Source: an optimization exercise on an open RTL-to-GDS flow (aim: small area, a short achievable clock period and few clock cycles per item). Production flows keep margins and buffers that such runs may drop.
Where RTL was checked, it was by simulation tests only, not by an equivalence proof against the original.
Power figures rest on the tool's default switching activity, not on a simulated workload.

==> run D <==
==> flow/design.v <==
module wk_hash_rom (
  input  wire [7:0] key,
  output wire [3:0] slot
);
  localparam [1023:0] TABLE =
      1024'h73b2b0cff8f67cd4c5923a73fe2bf64b94a09b3ee6efeaa1bc092b6f5fde62ee35ca23d30532ee80e7cc1b23f1b8174ca709484c71a2948ea7a890b79aff8da1af13a2428185736ed550288ca6b0fc5f9990a5436d7b9d8efd59b181cc5840e44cbd47c406d76751d36bdd652f25978c44e918369b22dd161d103073656a0150;
  assign slot = TABLE[{key, 2'b00} +: 4];
endmodule
module wk_dict (
  input  wire        clk,
  input  wire        init,      
  input  wire        upd,       
  input  wire [15:0] sel,       
  input  wire [31:0] word,
  output reg         eq_hi,
  output reg         eq_lo
);
  localparam [31:0] GT = 32'h9d823896;    
  wire [7:0]  k    = word[17:10];
  wire        g    = GT[{k[7], k[4], k[3], k[2], k[0]}];
  wire [5:0]  code = {k[7] ^ k[0], k[6], k[5] ^ k[0], k[4] ^ k[0], k[2], k[1]} ^ {{5{g}}, 1'b0};
  wire [29:0] wt   = {word[31:18], code, word[9:0]};
  wire [29:0] dwr0 = init ? {14'd0, 6'd0, 10'd1} : wt;
  wire [29:0] dwr1 = {dwr0[29:11], dwr0[10] | init, dwr0[9:0]};
  wire [29:0] dwr2 = {dwr0[29:12], dwr0[11] | init, dwr0[10:0]};
  reg [29:0] dict [0:15];
  reg [29:0] entry;
  integer j;
  always @(*) begin
    entry = 30'd0;
    for (j = 0; j < 16; j = j + 1)
      entry = entry | (dict[j] & {30{sel[j]}});
  end
  integer n;
  always @(posedge clk) begin
    eq_hi <= (wt[29:10] == entry[29:10]);
    eq_lo <= (wt[9:0] == entry[9:0]);
    for (n = 0; n < 16; n = n + 1)
      if (init || (upd && sel[n]))
        dict[n] <= (n == 5 || n == 6 || n == 13) ? dwr1 : (n == 8) ? dwr2 : dwr0;
  end
endmodule
module wkcore (
  input  wire        clk,
  input  wire        rst,
  input  wire        start,
  input  wire        ack,
  input  wire [31:0] page_words,
  input  wire [31:0] dst_cap_words,
  output wire        busy,
  output wire        done,
  output wire [1:0]  err,
  output wire [31:0] length,
  output wire [9:0]  pg_addr,
  output wire        pg_re,
  input  wire [31:0] pg_rdata,
  output reg  [10:0] dst_addr,
  output reg  [31:0] dst_wdata,
  output reg         dst_we
);
  reg        busy_r, done_r;
  reg [1:0]  err_r;
  reg [10:0] len_r;
  assign busy   = busy_r;
  assign done   = done_r;
  assign err    = err_r;
  assign length = {21'd0, len_r};
  reg pw_lo, pw_hi, cap_hi, cap_lo;
  always @(posedge clk) begin
    pw_lo  <= (page_words[15:0] == 16'd1024);
    pw_hi  <= (page_words[31:16] == 16'd0);
    cap_hi <= |dst_cap_words[31:11];
    cap_lo <= (dst_cap_words[10:0] >= 11'd1562);
  end
  wire pw_ok  = pw_lo & pw_hi;
  wire cap_ok = cap_hi | cap_lo;
  wire accept = start & ~busy_r;
  reg  c1;                        
  wire bad    = c1 & ~(pw_ok & cap_ok);
  reg        rd_on;
  reg [10:0] rd_cnt;
  assign pg_re   = rd_on;
  assign pg_addr = rd_cnt[9:0];
  reg        rdv, va, vb, vc;
  reg [31:0] w_a, w_b, w_c;
  reg [3:0]  s_b, s_c;
  reg [15:0] oh_b;
  reg        z_b, z_c, nzv_b;
  wire [3:0] s_a;
  wk_hash_rom u_rom (.key(w_a[17:10]), .slot(s_a));
  always @(posedge clk) begin
    w_a  <= pg_rdata;
    w_b  <= w_a;
    s_b  <= s_a;
    oh_b <= 16'd1 << s_a;
    z_b  <= (w_a == 32'd0);
    nzv_b <= va & (w_a != 32'd0);
    w_c  <= w_b;
    s_c  <= s_b;
    z_c  <= z_b;
  end
  reg  [10:0] ci;                 
  reg         fin;                
  wire        p2   = ci[10];
  wire        last = (ci[9:0] == 10'd1023);
  wire eq_hi, eq_lo;
  reg  dinit;
  always @(posedge clk)
    dinit <= accept | (vc & ~p2 & (ci[9:0] == 10'd1021));
  wk_dict u_dict (
    .clk   (clk),
    .init  (dinit),
    .upd   (nzv_b),
    .sel   (oh_b),
    .word  (w_b),
    .eq_hi (eq_hi),
    .eq_lo (eq_lo)
  );
  wire       nz   = vc & ~z_c;
  wire       qsym = nz & eq_hi;               
  wire       lsym = nz & eq_hi & ~eq_lo;      
  wire       miss = nz & ~eq_hi;              
  wire [1:0] tag  = {~z_c & (~eq_hi | eq_lo), ~z_c & eq_hi};
  reg [10:0] fptr;      
  reg [2:0]  q_mod;     
  reg [1:0]  l_mod;     
  reg [10:0] lptr;      
  reg [31:0] qacc;
  reg [19:0] lacc;
  reg [31:4] tacc;      
  reg [3:0]  t01;       
  reg [3:0]  tp01;      
  reg        qpend, tpend, h3w;
  wire       pass1 = vc & ~p2;
  wire       padq  = fin & (q_mod != 3'd0);
  wire       padl  = fin & (l_mod != 2'd0);
  wire       q_in  = (p2 & qsym) | padq;
  wire       l_in  = (p2 & lsym) | padl;
  wire [3:0] q_sym = fin ? 4'd0  : s_c;
  wire [9:0] l_sym = fin ? 10'd0 : w_c[9:0];
  reg        q7, l2;                            
  wire       lc    = l_in & l2;                 
  wire       qc    = q_in & q7;                 
  wire       tc    = vc & p2 & (ci[3:0] == 4'd15);
  wire       hdr1  = vc & p2 & (ci[9:0] == 10'd0);
  wire       hdr2  = vc & p2 & (ci[9:0] == 10'd1);
  wire [6:0] t_addr = {~|ci[9:4], ci[9:4]} + 7'd3;
  wire       idle_f = fin & ~padq & ~padl & ~qpend & ~tpend;
  wire wr_f  = pass1 & miss;
  wire wr_l  = ~pass1 & lc;
  wire wr_qp = ~pass1 & ~lc & qpend;
  wire wr_q  = ~pass1 & ~lc & ~qpend & qc;
  wire wr_t  = ~pass1 & ~lc & ~qpend & ~qc & tpend;
  wire wr_h1 = ~pass1 & ~lc & ~qpend & ~qc & ~tpend & hdr1;
  wire wr_h2 = ~pass1 & ~lc & ~qpend & ~qc & ~tpend & hdr2;
  wire wr_h3 = idle_f & ~h3w;
  wire finish = idle_f & h3w;
  always @(posedge clk) begin
    if (rst) begin
      busy_r <= 1'b0;
      done_r <= 1'b0;
      err_r  <= 2'd0;
      len_r  <= 11'd0;
      c1     <= 1'b0;
      rd_on  <= 1'b0;
      rd_cnt <= 11'd0;
      rdv    <= 1'b0;
      va     <= 1'b0;
      vb     <= 1'b0;
      vc     <= 1'b0;
      dst_we <= 1'b0;
      fin    <= 1'b0;
      qpend  <= 1'b0;
      tpend  <= 1'b0;
    end else begin
      c1 <= accept;
      if (accept) begin
        busy_r <= 1'b1;
        done_r <= 1'b0;
        err_r  <= 2'd0;
        len_r  <= 11'd0;
        rd_on  <= 1'b1;
      end else if (bad) begin
        busy_r <= 1'b0;
        done_r <= 1'b1;
        err_r  <= pw_ok ? 2'd2 : 2'd1;
        rd_on  <= 1'b0;
      end else if (finish) begin
        busy_r <= 1'b0;
        done_r <= 1'b1;
        len_r  <= lptr;
      end else if (done_r & ack) begin
        done_r <= 1'b0;
        err_r  <= 2'd0;
      end else if (rd_on & (rd_cnt == 11'd2047)) begin
        rd_on  <= 1'b0;
      end
      if (bad)
        rd_cnt <= 11'd0;
      else if (rd_on)
        rd_cnt <= rd_cnt + 11'd1;
      rdv <= rd_on & ~bad;
      va  <= rdv;
      vb  <= va;
      vc  <= vb;
      dst_we <= wr_f | wr_l | wr_qp | wr_q | wr_t | wr_h1 | wr_h2 | wr_h3;
      if (c1) begin
        fin   <= 1'b0;
        qpend <= 1'b0;
        tpend <= 1'b0;
      end else begin
        if (vc & p2 & last)
          fin <= 1'b1;
        else if (finish)
          fin <= 1'b0;
        if (wr_l & qc)
          qpend <= 1'b1;
        else if (wr_qp)
          qpend <= 1'b0;
        if (tc)
          tpend <= 1'b1;
        else if (wr_t)
          tpend <= 1'b0;
      end
    end
  end
  integer i;
  wire [2:0] q_mod_n = c1 ? 3'd0 :
                       pass1 ? (last ? 3'd0 : q_mod + {2'd0, qsym}) :
                       q_mod + {2'd0, q_in};
  wire [1:0] l_mod_n = (c1 | (~pass1 & l_in & l2)) ? 2'd0 :
                       l_mod + {1'b0, ~pass1 & l_in};
  always @(posedge clk) begin
    q_mod <= q_mod_n;
    l_mod <= l_mod_n;
    q7 <= (q_mod_n == 3'd7);
    l2 <= (l_mod_n == 2'd2);
  end
  always @(posedge clk) begin
    if (c1) begin
      ci    <= 11'd0;
      fptr  <= 11'd68;
      lptr  <= 11'd68;
      h3w   <= 1'b0;
    end else begin
      if (vc)
        ci <= ci + 11'd1;
      if (pass1) begin
        if (miss | (qsym & (q_mod == 3'd0)))
          lptr <= lptr + 11'd1;
      end else begin
        for (i = 0; i < 8; i = i + 1)
          if (q_in && q_mod == i[2:0])
            qacc[4*i +: 4] <= q_sym;
        if (l_in & ~l2) begin
          if (l_mod[0])
            lacc[19:10] <= l_sym;
          else
            lacc[9:0] <= l_sym;
        end
      end
      for (i = 0; i < 2; i = i + 1)
        if (vc && p2 && ci[3:0] == i[3:0])
          t01[2*i +: 2] <= tag;
      for (i = 2; i < 16; i = i + 1)
        if (vc && p2 && ci[3:0] == i[3:0])
          tacc[2*i +: 2] <= tag;
      if (tc)
        tp01 <= t01;
      if (wr_f | wr_qp | wr_q)
        fptr <= fptr + 11'd1;
      if (wr_l)
        lptr <= lptr + 11'd1;
      if (wr_h3)
        h3w <= 1'b1;
    end
    if (pass1) begin
      dst_addr  <= fptr;
      dst_wdata <= w_c;
    end else if (lc) begin
      dst_addr  <= lptr;
      dst_wdata <= {2'b00, l_sym, lacc[19:0]};
    end else if (qpend | qc) begin
      dst_addr  <= fptr;
      dst_wdata <= {qpend ? qacc[31:28] : q_sym, qacc[27:0]};
    end else if (tpend) begin
      dst_addr  <= {4'd0, t_addr};
      dst_wdata <= {tacc[31:4], tp01};
    end else begin
      dst_addr  <= hdr1 ? 11'd1 : hdr2 ? 11'd2 : 11'd3;
      dst_wdata <= {21'd0, hdr1 ? fptr : lptr};
    end
  end
endmodule
==> flow/flow/run.sh <==
#!/bin/bash
# Layout flow: the standard flow (standard.sh), with changes in how
# the layout is made:
#  - the port buffers are buf_2 cells instead of the cell buffer_ports picks;
#  - timing repair after CTS and global routing aims for more setup slack;
#  - clock tree synthesis uses clusters of up to 25 sinks and no dummy loads.
# The constraints (constraint.sdc, clock period) are used unchanged.
set -o pipefail
bash standard.sh \
  "BUFFER_PORTS_ARGS=-buffer_cell sky130_fd_sc_hd__buf_2" \
  SETUP_SLACK_MARGIN=7.7 \
  "CTS_ARGS=-sink_clustering_enable -repair_clock_nets -dont_use_dummy_load -sink_clustering_size 25 -sink_clustering_max_diameter 80" \
  finish > standard.log 2>&1
==> flow/standard.sh <==
#!/bin/bash
# synth_recipe.tcl (not shown) runs the flow's synth.tcl, then flattens the netlist and writes it again
# the make line also repeats each setting of config.mk as NAME=value (left out here)
make -C /OpenROAD-flow-scripts/flow DESIGN_CONFIG=/design/flow/config.mk WORK_HOME=/design/flow/orfs CLKGATE_MAP_FILE= SYNTH_SCRIPT=/design/flow/synth_recipe.tcl "${@:-finish}"
==> flow/config.mk <==
export PLATFORM = sky130hd
export DESIGN_NAME = wkcore
export DESIGN_NICKNAME = wkcore
export VERILOG_FILES = /design/flow/design.v
export SDC_FILE = /design/flow/constraint.sdc
export NUM_CORES = 4
export LEC_CHECK = 0
export CAP_MARGIN = 20
export CELL_PAD_IN_SITES_DETAIL_PLACEMENT = 0
export CELL_PAD_IN_SITES_GLOBAL_PLACEMENT = 0
export CORE_MARGIN = 2
export CORE_UTILIZATION = 65
export SLEW_MARGIN = 20
==> flow/constraint.sdc <==
create_clock -name core_clock -period 11.0 [get_ports {clk}]
set_input_delay 2.2000 -clock core_clock [delete_from_list [all_inputs] [get_ports {clk}]]
set_output_delay 2.2000 -clock core_clock [all_outputs]
set_load 0.01 [all_outputs]
==> run A: changes against run D <==
==> flow/design.v, changed modules only <==
module wk_dict (
  input  wire        clk,
  input  wire        init,      
  input  wire        upd,       
  input  wire [15:0] sel,       
  input  wire [31:0] word,
  output reg         eq_hi,
  output reg         eq_lo
);
  reg [31:0] dict [0:15];
  reg [15:0] valid;
  reg [31:0] entry;
  integer j;
  always @(*) begin
    entry = 32'd0;
    for (j = 0; j < 16; j = j + 1)
      entry = entry | (dict[j] & {32{sel[j]}});
  end
  wire v = |(valid & sel);
  integer k;
  always @(posedge clk) begin
    eq_hi <= v ? (word[31:10] == entry[31:10]) : (word[31:10] == 22'd0);
    eq_lo <= v ? (word[9:0] == entry[9:0]) : (word[9:0] == 10'd1);
    for (k = 0; k < 16; k = k + 1)
      if (upd && sel[k])
        dict[k] <= word;
    if (init)
      valid <= 16'd0;
    else if (upd)
      valid <= valid | sel;
  end
endmodule
module wkcore (
  input  wire        clk,
  input  wire        rst,
  input  wire        start,
  input  wire        ack,
  input  wire [31:0] page_words,
  input  wire [31:0] dst_cap_words,
  output wire        busy,
  output wire        done,
  output wire [1:0]  err,
  output wire [31:0] length,
  output wire [9:0]  pg_addr,
  output wire        pg_re,
  input  wire [31:0] pg_rdata,
  output reg  [10:0] dst_addr,
  output reg  [31:0] dst_wdata,
  output reg         dst_we
);
  reg        busy_r, done_r;
  reg [1:0]  err_r;
  reg [10:0] len_r;
  assign busy   = busy_r;
  assign done   = done_r;
  assign err    = err_r;
  assign length = {21'd0, len_r};
  reg pw_lo, pw_hi, cap_hi, cap_lo;
  always @(posedge clk) begin
    pw_lo  <= (page_words[15:0] == 16'd1024);
    pw_hi  <= (page_words[31:16] == 16'd0);
    cap_hi <= |dst_cap_words[31:11];
    cap_lo <= (dst_cap_words[10:0] >= 11'd1562);
  end
  wire pw_ok  = pw_lo & pw_hi;
  wire cap_ok = cap_hi | cap_lo;
  wire accept = start & ~busy_r;
  reg  c1;                        
  wire bad    = c1 & ~(pw_ok & cap_ok);
  reg        rd_on;
  reg [10:0] rd_cnt;
  assign pg_re   = rd_on;
  assign pg_addr = rd_cnt[9:0];
  reg        rdv, va, vb, vc;
  reg [31:0] w_a, w_b, w_c;
  reg [3:0]  s_b, s_c;
  reg [15:0] oh_b;
  reg        z_b, z_c, nzv_b;
  wire [3:0] s_a;
  wk_hash_rom u_rom (.key(w_a[17:10]), .slot(s_a));
  always @(posedge clk) begin
    w_a  <= pg_rdata;
    w_b  <= w_a;
    s_b  <= s_a;
    oh_b <= 16'd1 << s_a;
    z_b  <= (w_a == 32'd0);
    nzv_b <= va & (w_a != 32'd0);
    w_c  <= w_b;
    s_c  <= s_b;
    z_c  <= z_b;
  end
  reg  [10:0] ci;                 
  reg         fin;                
  wire        p2   = ci[10];
  wire        last = (ci[9:0] == 10'd1023);
  wire eq_hi, eq_lo;
  reg  dinit;
  always @(posedge clk)
    dinit <= accept | (vc & ~p2 & (ci[9:0] == 10'd1021));
  wk_dict u_dict (
    .clk   (clk),
    .init  (dinit),
    .upd   (nzv_b),
    .sel   (oh_b),
    .word  (w_b),
    .eq_hi (eq_hi),
    .eq_lo (eq_lo)
  );
  wire       nz   = vc & ~z_c;
  wire       qsym = nz & eq_hi;               
  wire       lsym = nz & eq_hi & ~eq_lo;      
  wire       miss = nz & ~eq_hi;              
  wire [1:0] tag  = {~z_c & (~eq_hi | eq_lo), ~z_c & eq_hi};
  reg [10:0] fptr;      
  reg [7:0]  qw;        
  reg [2:0]  q_mod;     
  reg [1:0]  l_mod;     
  reg [10:0] lptr;      
  reg [6:0]  tptr;      
  reg [31:0] qacc;
  reg [19:0] lacc;
  reg [31:4] tacc;      
  reg [3:0]  t01;       
  reg [3:0]  tp01;      
  reg        qpend, tpend, h3w;
  wire       pass1 = vc & ~p2;
  wire       padq  = fin & (q_mod != 3'd0);
  wire       padl  = fin & (l_mod != 2'd0);
  wire       q_in  = (p2 & qsym) | padq;
  wire       l_in  = (p2 & lsym) | padl;
  wire [3:0] q_sym = fin ? 4'd0  : s_c;
  wire [9:0] l_sym = fin ? 10'd0 : w_c[9:0];
  reg        q7, l2;                            
  wire       lc    = l_in & l2;                 
  wire       qc    = q_in & q7;                 
  wire       tc    = vc & p2 & (ci[3:0] == 4'd15);
  wire       hdr1  = vc & p2 & (ci[9:0] == 10'd0);
  wire       hdr2  = vc & p2 & (ci[9:0] == 10'd1);
  wire       idle_f = fin & ~padq & ~padl & ~qpend & ~tpend;
  wire wr_f  = pass1 & miss;
  wire wr_l  = ~pass1 & lc;
  wire wr_qp = ~pass1 & ~lc & qpend;
  wire wr_q  = ~pass1 & ~lc & ~qpend & qc;
  wire wr_t  = ~pass1 & ~lc & ~qpend & ~qc & tpend;
  wire wr_h1 = ~pass1 & ~lc & ~qpend & ~qc & ~tpend & hdr1;
  wire wr_h2 = ~pass1 & ~lc & ~qpend & ~qc & ~tpend & hdr2;
  wire wr_h3 = idle_f & ~h3w;
  wire finish = idle_f & h3w;
  always @(posedge clk) begin
    if (rst) begin
      busy_r <= 1'b0;
      done_r <= 1'b0;
      err_r  <= 2'd0;
      len_r  <= 11'd0;
      c1     <= 1'b0;
      rd_on  <= 1'b0;
      rd_cnt <= 11'd0;
      rdv    <= 1'b0;
      va     <= 1'b0;
      vb     <= 1'b0;
      vc     <= 1'b0;
      dst_we <= 1'b0;
      fin    <= 1'b0;
      qpend  <= 1'b0;
      tpend  <= 1'b0;
    end else begin
      c1 <= accept;
      if (accept) begin
        busy_r <= 1'b1;
        done_r <= 1'b0;
        err_r  <= 2'd0;
        len_r  <= 11'd0;
        rd_on  <= 1'b1;
      end else if (bad) begin
        busy_r <= 1'b0;
        done_r <= 1'b1;
        err_r  <= pw_ok ? 2'd2 : 2'd1;
        rd_on  <= 1'b0;
      end else if (finish) begin
        busy_r <= 1'b0;
        done_r <= 1'b1;
        len_r  <= lptr;
      end else if (done_r & ack) begin
        done_r <= 1'b0;
        err_r  <= 2'd0;
      end else if (rd_on & (rd_cnt == 11'd2047)) begin
        rd_on  <= 1'b0;
      end
      if (bad)
        rd_cnt <= 11'd0;
      else if (rd_on)
        rd_cnt <= rd_cnt + 11'd1;
      rdv <= rd_on & ~bad;
      va  <= rdv;
      vb  <= va;
      vc  <= vb;
      dst_we <= wr_f | wr_l | wr_qp | wr_q | wr_t | wr_h1 | wr_h2 | wr_h3;
      if (c1) begin
        fin   <= 1'b0;
        qpend <= 1'b0;
        tpend <= 1'b0;
      end else begin
        if (vc & p2 & last)
          fin <= 1'b1;
        else if (finish)
          fin <= 1'b0;
        if (wr_l & qc)
          qpend <= 1'b1;
        else if (wr_qp)
          qpend <= 1'b0;
        if (tc)
          tpend <= 1'b1;
        else if (wr_t)
          tpend <= 1'b0;
      end
    end
  end
  wire [2:0] q_mod_n = c1 ? 3'd0 :
                       pass1 ? (last ? 3'd0 : q_mod + {2'd0, qsym}) :
                       q_mod + {2'd0, q_in};
  wire [1:0] l_mod_n = (c1 | (~pass1 & l_in & l2)) ? 2'd0 :
                       l_mod + {1'b0, ~pass1 & l_in};
  always @(posedge clk) begin
    q_mod <= q_mod_n;
    l_mod <= l_mod_n;
    q7 <= (q_mod_n == 3'd7);
    l2 <= (l_mod_n == 2'd2);
  end
  always @(posedge clk) begin
    if (c1) begin
      ci    <= 11'd0;
      fptr  <= 11'd68;
      qw    <= 8'd0;
      tptr  <= 7'd4;
      h3w   <= 1'b0;
    end else begin
      if (vc)
        ci <= ci + 11'd1;
      if (pass1) begin
        if (qsym & (q_mod == 3'd0))
          qw <= qw + 8'd1;
      end else begin
        if (q_in)
          qacc[4*q_mod +: 4] <= q_sym;
        if (l_in & ~l2) begin
          if (l_mod[0])
            lacc[19:10] <= l_sym;
          else
            lacc[9:0] <= l_sym;
        end
      end
      if (vc & p2) begin
        if (ci[3:1] == 3'd0)
          t01[2*ci[0] +: 2] <= tag;
        else
          tacc[2*ci[3:0] +: 2] <= tag;
      end
      if (tc)
        tp01 <= t01;
      if (hdr1)
        lptr <= fptr + {3'd0, qw};
      if (wr_f | wr_qp | wr_q)
        fptr <= fptr + 11'd1;
      if (wr_l)
        lptr <= lptr + 11'd1;
      if (wr_t)
        tptr <= tptr + 7'd1;
      if (wr_h3)
        h3w <= 1'b1;
    end
    if (pass1) begin
      dst_addr  <= fptr;
      dst_wdata <= w_c;
    end else if (lc) begin
      dst_addr  <= lptr;
      dst_wdata <= {2'b00, l_sym, lacc[19:0]};
    end else if (qpend | qc) begin
      dst_addr  <= fptr;
      dst_wdata <= {qpend ? qacc[31:28] : q_sym, qacc[27:0]};
    end else if (tpend) begin
      dst_addr  <= {4'd0, tptr};
      dst_wdata <= {tacc[31:4], tp01};
    end else begin
      dst_addr  <= hdr1 ? 11'd1 : hdr2 ? 11'd2 : 11'd3;
      dst_wdata <= {21'd0, hdr1 ? fptr : lptr};
    end
  end
endmodule
==> flow/flow/run.sh (replaced) <==
#!/bin/bash
# Layout flow: the standard flow (standard.sh), with changes in how
# the layout is made:
#  - the port buffers are buf_2 cells instead of the cell buffer_ports picks;
#  - timing repair after CTS and global routing aims for more setup slack;
#  - the clock tree uses clkbuf_8 cells and larger clusters.
# The constraints (constraint.sdc, clock period) are used unchanged.
set -o pipefail
bash standard.sh \
  "BUFFER_PORTS_ARGS=-buffer_cell sky130_fd_sc_hd__buf_2" \
  SETUP_SLACK_MARGIN=8.5 \
  CTS_BUF_LIST=sky130_fd_sc_hd__clkbuf_8 \
  CTS_CLUSTER_SIZE=30 \
  finish > standard.log 2>&1
Settings changed: CELL_PAD_IN_SITES_DETAIL_PLACEMENT 0 to not set, CELL_PAD_IN_SITES_GLOBAL_PLACEMENT 0 to not set, CORE_UTILIZATION 65 to 40.
==> run R: changes against run D <==
==> flow/design.v, changed modules only <==
module wk_dict (
  input  wire        clk,
  input  wire        init,      
  input  wire        upd,       
  input  wire [15:0] sel,       
  input  wire [31:0] word,
  output reg         eq_hi,
  output reg         eq_lo
);
  reg [31:0] dict [0:15];
  reg [15:0] valid;
  reg [31:0] entry;
  integer j;
  always @(*) begin
    entry = 32'd0;
    for (j = 0; j < 16; j = j + 1)
      entry = entry | (dict[j] & {32{sel[j]}});
  end
  wire v = |(valid & sel);
  integer k;
  always @(posedge clk) begin
    eq_hi <= v ? (word[31:10] == entry[31:10]) : (word[31:10] == 22'd0);
    eq_lo <= v ? (word[9:0] == entry[9:0]) : (word[9:0] == 10'd1);
    for (k = 0; k < 16; k = k + 1)
      if (upd && sel[k])
        dict[k] <= word;
    if (init)
      valid <= 16'd0;
    else if (upd)
      valid <= valid | sel;
  end
endmodule
==> flow/run.sh (new file) <==
#!/bin/bash
# synth_recipe.tcl (not shown) runs the flow's synth.tcl, then flattens the netlist and writes it again
# the make line also repeats each setting of config.mk as NAME=value (left out here)
make -C /OpenROAD-flow-scripts/flow DESIGN_CONFIG=/design/flow/config.mk WORK_HOME=/design/flow/orfs CLKGATE_MAP_FILE= SYNTH_SCRIPT=/design/flow/synth_recipe.tcl finish
Settings changed: CELL_PAD_IN_SITES_DETAIL_PLACEMENT 0 to not set, CELL_PAD_IN_SITES_GLOBAL_PLACEMENT 0 to not set, CTS_CLUSTER_DIAMETER set to 80, CTS_CLUSTER_SIZE set to 25, SETUP_SLACK_MARGIN set to 5.
removed: flow/flow/run.sh
removed: flow/standard.sh
==> results.txt <==
Run A finished with timing, DRC and antenna clean. Run R finished with timing, DRC and antenna clean. Run D completed with no timing, DRC or antenna violations.
Via count, highest first: run A, run R, run D.
First-iteration DRC count: run D > run R > run A.
The lowest clock power belongs to run D, the highest to run A.
Synthesized cell count: run D < run R < run A.
Hold slack, lowest first: run D, run A, run R.
In critical path depth, run A and run D do not differ.
Core utilization: run R is higher than run A (22 points).
Sequential share of layout area: run D is higher than run A (11 points).
Global-route usage, highest first: run R, run D, run A.
Register-to-register slack: run D > run A > run R.
Testbench counts of run D, summed over its fixed seeds: cycles 65,908, items 32.
Testbench counts of run R, summed over its fixed seeds: cycles 65,908, items 32.
Only the layout flow was run in run A; the RTL was not checked for function there.

-- afterwards: timing with drivers on the ports --
Ports are ideal in the flow. The routed layouts listed here were re-timed in OpenROAD.
Step 1, drivers: a clkbuf_16 drives clk and a buf_2 each remaining input, both assumed.
Step 2 moves the port delays by t, midway between the first and last clock arrival at a register: inputs arrive t later, outputs are due t later. That takes back most of the time a late clock gives input paths.
a / b / c = no drivers / after step 1 / after step 2; a / b = the first two.
| run | t, ns | setup slack, ns | worst data-port slew with drivers (ns) |
|---|---|---|---|
| run D | 0.636 | 7.733 / 7.675 / 7.601 | 0.07 |
| run A | 0.851 | 7.545 / 7.478 / 7.565 | 0.07 |
| run R | 0.652 | 7.097 / 7.072 / 7.097 | 0.06 |
After both steps setup and hold are still met in every run listed. The setup slack of run D, which loses most, moves by -0.058 ns with the drivers and by -0.132 ns with both steps.
